This is an optimization exercise on Yosys and OpenROAD, whose aim is small area, a short achievable clock period and few clock cycles, not a production implementation. Only simulation tests tie the RTL to the original design; equivalence was not proved. No activity file was given, so power comes from the tool's default toggle rates.

==> run Z: inputs <==
## duck_core
module duck_core (
    input  wire        clk,
    input  wire        rst,           
    input  wire        start,         
    input  wire [31:0] start_addr,
    output reg         mem_en,
    output reg         mem_we,
    output reg  [9:0]  mem_addr,
    output reg  [31:0] mem_wdata,
    input  wire [31:0] mem_rdata,
    output wire        trace_valid,
    output wire [31:0] trace_pc,
    output wire [31:0] trace_word,
    output wire [1:0]  state,         
    output wire [3:0]  cond,
    output wire [2:0]  fault_cause,
    output wire [31:0] fault_addr,
    output wire [31:0] fault_word,
    input  wire [3:0]  dbg_raddr,
    output wire [31:0] dbg_rdata
);
Settings: LEC_CHECK=0, CAP_MARGIN=20, CORE_MARGIN=2, CORE_UTILIZATION=40, PLACE_DENSITY=0.6, SLEW_MARGIN=20; clock period 22.0 ns.
standard.sh (not shown) runs the stock make flow with config.mk's settings and CLKGATE_MAP_FILE= SYNTH_SCRIPT=/design/flow/synth_recipe.tcl, a recipe that flattens the netlist after the stock synthesis.
==> flow/flow/run.sh <==
#!/bin/bash
set -euo pipefail
export BUFFER_PORTS_ARGS="-buffer_cell sky130_fd_sc_hd__buf_2"
export SETUP_SLACK_MARGIN=11.5
bash standard.sh > standard_flow.log 2>&1
==> run M: changes against run Z <==
--- a/flow/design.v
+++ b/flow/design.v
@@ -72,19 +72,15 @@
     wire [37:0] m_p0 = rz[0] ? {{4{ry[33]}}, ry}       : 38'd0;
     wire [37:0] m_p1 = rz[1] ? {{3{ry[33]}}, ry, 1'b0} : 38'd0;
     wire [37:0] m_p2 = rz[2] ? {{2{ry[33]}}, ry, 2'b0} : 38'd0;
     wire [37:0] m_s1 = m_a ^ m_p0 ^ m_p1;
     wire [37:0] m_c1 = {(m_a[36:0] & m_p0[36:0]) | (m_a[36:0] & m_p1[36:0]) |
                         (m_p0[36:0] & m_p1[36:0]), 1'b0};
-    wire [37:0] m_p3 = rz[3] ? {{1{ry[33]}}, ry, 3'b0} : 38'd0;
-    wire [37:0] m_s1b = m_s1 ^ m_c1 ^ m_p2;
-    wire [37:0] m_c1b = {(m_s1[36:0] & m_c1[36:0]) | (m_s1[36:0] & m_p2[36:0]) |
+    wire [37:0] m_s2 = m_s1 ^ m_c1 ^ m_p2;
+    wire [37:0] m_c2 = {(m_s1[36:0] & m_c1[36:0]) | (m_s1[36:0] & m_p2[36:0]) |
                         (m_c1[36:0] & m_p2[36:0]), 1'b0};
-    wire [37:0] m_s2 = m_s1b ^ m_c1b ^ m_p3;
-    wire [37:0] m_c2 = {(m_s1b[36:0] & m_c1b[36:0]) | (m_s1b[36:0] & m_p3[36:0]) |
-                        (m_c1b[36:0] & m_p3[36:0]), 1'b0};
     wire [37:0] xs3  = m_s2 + m_c2;
     wire [31:0] m_zt = (m_s2[31:0] ^ m_c2[31:0]) ^ {m_s2[30:0] | m_c2[30:0], 1'b0};
     wire        m_zero = ~|m_zt;
     wire        prep  = (st == S_PREP);
     wire [33:0] dy    = prep ? b_al : ry;
     wire [32:0] dz    = prep ? 33'd0 : rz;
@@ -96,17 +92,17 @@
     wire [34:0] d_ta  = {3'd0, rx} - dv_h;             
     wire [34:0] d_tb  = {3'd0, rx} - dv_1 - dv_h;      
     wire        c0    = ~d_t0[34];
     wire        c1    = c0 ? ~d_tb[34] : ~d_ta[34];
     wire [31:0] d_r2  = c0 ? (c1 ? d_tb[31:0] : d_t0[31:0])
                            : (c1 ? d_ta[31:0] : rx);
-    wire [32:0] rz_n   = {4'd0, rz[32:4]};
+    wire [32:0] rz_n   = {3'd0, rz[32:3]};
     wire        m_last = (rz_n == 33'd0);
     wire        m_oor  = ~((xs3[37:31] == 7'd0) | (xs3[37:31] == 7'h7f));
-    wire        m_ov   = ov | m_oor | (mhi & (rz[3:0] != 4'd0));
-    wire        mhi_n  = mhi | ~((ry[33:29] == 5'd0) | (ry[33:29] == 5'h1f));
+    wire        m_ov   = ov | m_oor | (mhi & (rz[2:0] != 3'd0));
+    wire        mhi_n  = mhi | ~((ry[33:30] == 4'd0) | (ry[33:30] == 4'hf));
     wire [1:0]  dq     = {c0, c1};
     wire [32:0] q_n    = {dz[30:0], dq};
     wire [31:0] qm_n   = (dq != 2'd0) ? {dz[29:0], dq - 2'd1} : {dqm[29:0], 2'b11};
     wire        d_last = (dcnt == 4'd0);
     wire [31:0] d_res  = ng ? ~qm_n : q_n[31:0];
     wire        d_ov   = q_n[31] & ~ng;
@@ -170,13 +166,13 @@
                 end
                 S_ITER: begin
                     if (!dv) begin
                         rx  <= xs3[31:0];
                         ov  <= m_ov;
                         mhi <= mhi_n;
-                        ry  <= {ry[29:0], 4'd0};
+                        ry  <= {ry[30:0], 3'd0};
                         rz  <= rz_n;
                         if (m_last) st <= S_IDLE;
                     end else begin
                         rx  <= d_r2;
                         ry  <= {2'd0, dy[33:2]};
                         rz  <= q_n;
==> run C: changes against run Z <==
--- a/flow/design.v
+++ b/flow/design.v
@@ -72,19 +72,15 @@
     wire [37:0] m_p0 = rz[0] ? {{4{ry[33]}}, ry}       : 38'd0;
     wire [37:0] m_p1 = rz[1] ? {{3{ry[33]}}, ry, 1'b0} : 38'd0;
     wire [37:0] m_p2 = rz[2] ? {{2{ry[33]}}, ry, 2'b0} : 38'd0;
     wire [37:0] m_s1 = m_a ^ m_p0 ^ m_p1;
     wire [37:0] m_c1 = {(m_a[36:0] & m_p0[36:0]) | (m_a[36:0] & m_p1[36:0]) |
                         (m_p0[36:0] & m_p1[36:0]), 1'b0};
-    wire [37:0] m_p3 = rz[3] ? {{1{ry[33]}}, ry, 3'b0} : 38'd0;
-    wire [37:0] m_s1b = m_s1 ^ m_c1 ^ m_p2;
-    wire [37:0] m_c1b = {(m_s1[36:0] & m_c1[36:0]) | (m_s1[36:0] & m_p2[36:0]) |
+    wire [37:0] m_s2 = m_s1 ^ m_c1 ^ m_p2;
+    wire [37:0] m_c2 = {(m_s1[36:0] & m_c1[36:0]) | (m_s1[36:0] & m_p2[36:0]) |
                         (m_c1[36:0] & m_p2[36:0]), 1'b0};
-    wire [37:0] m_s2 = m_s1b ^ m_c1b ^ m_p3;
-    wire [37:0] m_c2 = {(m_s1b[36:0] & m_c1b[36:0]) | (m_s1b[36:0] & m_p3[36:0]) |
-                        (m_c1b[36:0] & m_p3[36:0]), 1'b0};
     wire [37:0] xs3  = m_s2 + m_c2;
     wire [31:0] m_zt = (m_s2[31:0] ^ m_c2[31:0]) ^ {m_s2[30:0] | m_c2[30:0], 1'b0};
     wire        m_zero = ~|m_zt;
     wire        prep  = (st == S_PREP);
     wire [33:0] dy    = prep ? b_al : ry;
     wire [32:0] dz    = prep ? 33'd0 : rz;
@@ -96,17 +92,17 @@
     wire [34:0] d_ta  = {3'd0, rx} - dv_h;             
     wire [34:0] d_tb  = {3'd0, rx} - dv_1 - dv_h;      
     wire        c0    = ~d_t0[34];
     wire        c1    = c0 ? ~d_tb[34] : ~d_ta[34];
     wire [31:0] d_r2  = c0 ? (c1 ? d_tb[31:0] : d_t0[31:0])
                            : (c1 ? d_ta[31:0] : rx);
-    wire [32:0] rz_n   = {4'd0, rz[32:4]};
+    wire [32:0] rz_n   = {3'd0, rz[32:3]};
     wire        m_last = (rz_n == 33'd0);
     wire        m_oor  = ~((xs3[37:31] == 7'd0) | (xs3[37:31] == 7'h7f));
-    wire        m_ov   = ov | m_oor | (mhi & (rz[3:0] != 4'd0));
-    wire        mhi_n  = mhi | ~((ry[33:29] == 5'd0) | (ry[33:29] == 5'h1f));
+    wire        m_ov   = ov | m_oor | (mhi & (rz[2:0] != 3'd0));
+    wire        mhi_n  = mhi | ~((ry[33:30] == 4'd0) | (ry[33:30] == 4'hf));
     wire [1:0]  dq     = {c0, c1};
     wire [32:0] q_n    = {dz[30:0], dq};
     wire [31:0] qm_n   = (dq != 2'd0) ? {dz[29:0], dq - 2'd1} : {dqm[29:0], 2'b11};
     wire        d_last = (dcnt == 4'd0);
     wire [31:0] d_res  = ng ? ~qm_n : q_n[31:0];
     wire        d_ov   = q_n[31] & ~ng;
@@ -170,13 +166,13 @@
                 end
                 S_ITER: begin
                     if (!dv) begin
                         rx  <= xs3[31:0];
                         ov  <= m_ov;
                         mhi <= mhi_n;
-                        ry  <= {ry[29:0], 4'd0};
+                        ry  <= {ry[30:0], 3'd0};
                         rz  <= rz_n;
                         if (m_last) st <= S_IDLE;
                     end else begin
                         rx  <= d_r2;
                         ry  <= {2'd0, dy[33:2]};
                         rz  <= q_n;
==> flow/flow/run.sh (replaced) <==
#!/bin/bash
set -euo pipefail
export BUFFER_PORTS_ARGS="-buffer_cell sky130_fd_sc_hd__buf_2"
export SETUP_SLACK_MARGIN=12.5
bash standard.sh > standard_flow.log 2>&1
==> notes <==
- Of run C and run M, run C has the higher cell count (gap 2.1%, measured against run M).
- The highest hold slack belongs to run Z, the lowest to run M.
- Against run M, the die area of run Z is larger by about 2.2%.
- The highest fmax belongs to run M, the lowest to run C.
- Clock power is about the same in run Z and run M.
- Global-route usage, lowest first: run Z, run M, run C.
==> figures <==
item                                                               run M           run C           run Z
Synth Net Count                                                     9129            9129            9317
Internal                                                         4100 uW         4200 uW         3280 uW
Cell count after synthesis                                          8632            8632            8787
Shortest clock period the worst path allows after layout        10620 ps        10870 ps        10650 ps
Share of total power in combinational logic                        55.9%           57.1%           39.9%
Taps Inserted                                                       2310            2310            2340
Initial antenna violation count                                       30              37              43
Launch point of the worst hold path                          u_md.rq[29]     u_md.rq[22]          ir[26]
Endpoint of the most critical register-to-register path              irv          ifa[7]     u_md.rx[30]
Outcome                                                   finished clean  finished clean  finished clean
Layout buffering overhead excluding clock cells                    6.23%           8.72%           6.68%
Total placed cells including tap cells                             10800           10800           11000
FF/Latch Area                                                 0.0204 mm2      0.0204 mm2      0.0205 mm2
Dominant cell type by count on the critical path                       -          buf_12          buf_12
Testbench counts of run Z, summed over its fixed seeds: cycles 76,508.
Testbench counts of run M, summed over its fixed seeds: cycles 77,691.
Testbench counts of run C, summed over its fixed seeds: cycles 77,691.

[separate check: timing with driven ports]
The flow's constraints put no driver on any port. The routed layouts listed below were extracted and timed again, unchanged, in two steps. Step 1 sets driving cells, clkbuf_16 on the clock port and buf_2 on the other inputs (assumed; they add their load-dependent delay and slew). Step 2 moves the port delays by t, midway between the first and last clock arrival at a register: inputs arrive t later, outputs are due t later. That takes back most of the time a late clock gives input paths. Three values: ideal ports, drivers, drivers and shift; two values: the first two.
run	t, ns	setup slack, ns	clock arrival spread, ns	pins driven straight from the clock port
run Z	0.885	11.347 / 11.284 / 11.284	0.047 / 0.047	1
run M	0.899	11.378 / 11.297 / 11.297	0.073 / 0.073	1
run C	0.888	11.126 / 11.064 / 11.064	0.070 / 0.070	1
After both steps setup and hold are still met in every run listed. The setup slack of run M, which loses most, moves by -0.081 ns with the drivers and by -0.081 ns with both steps.
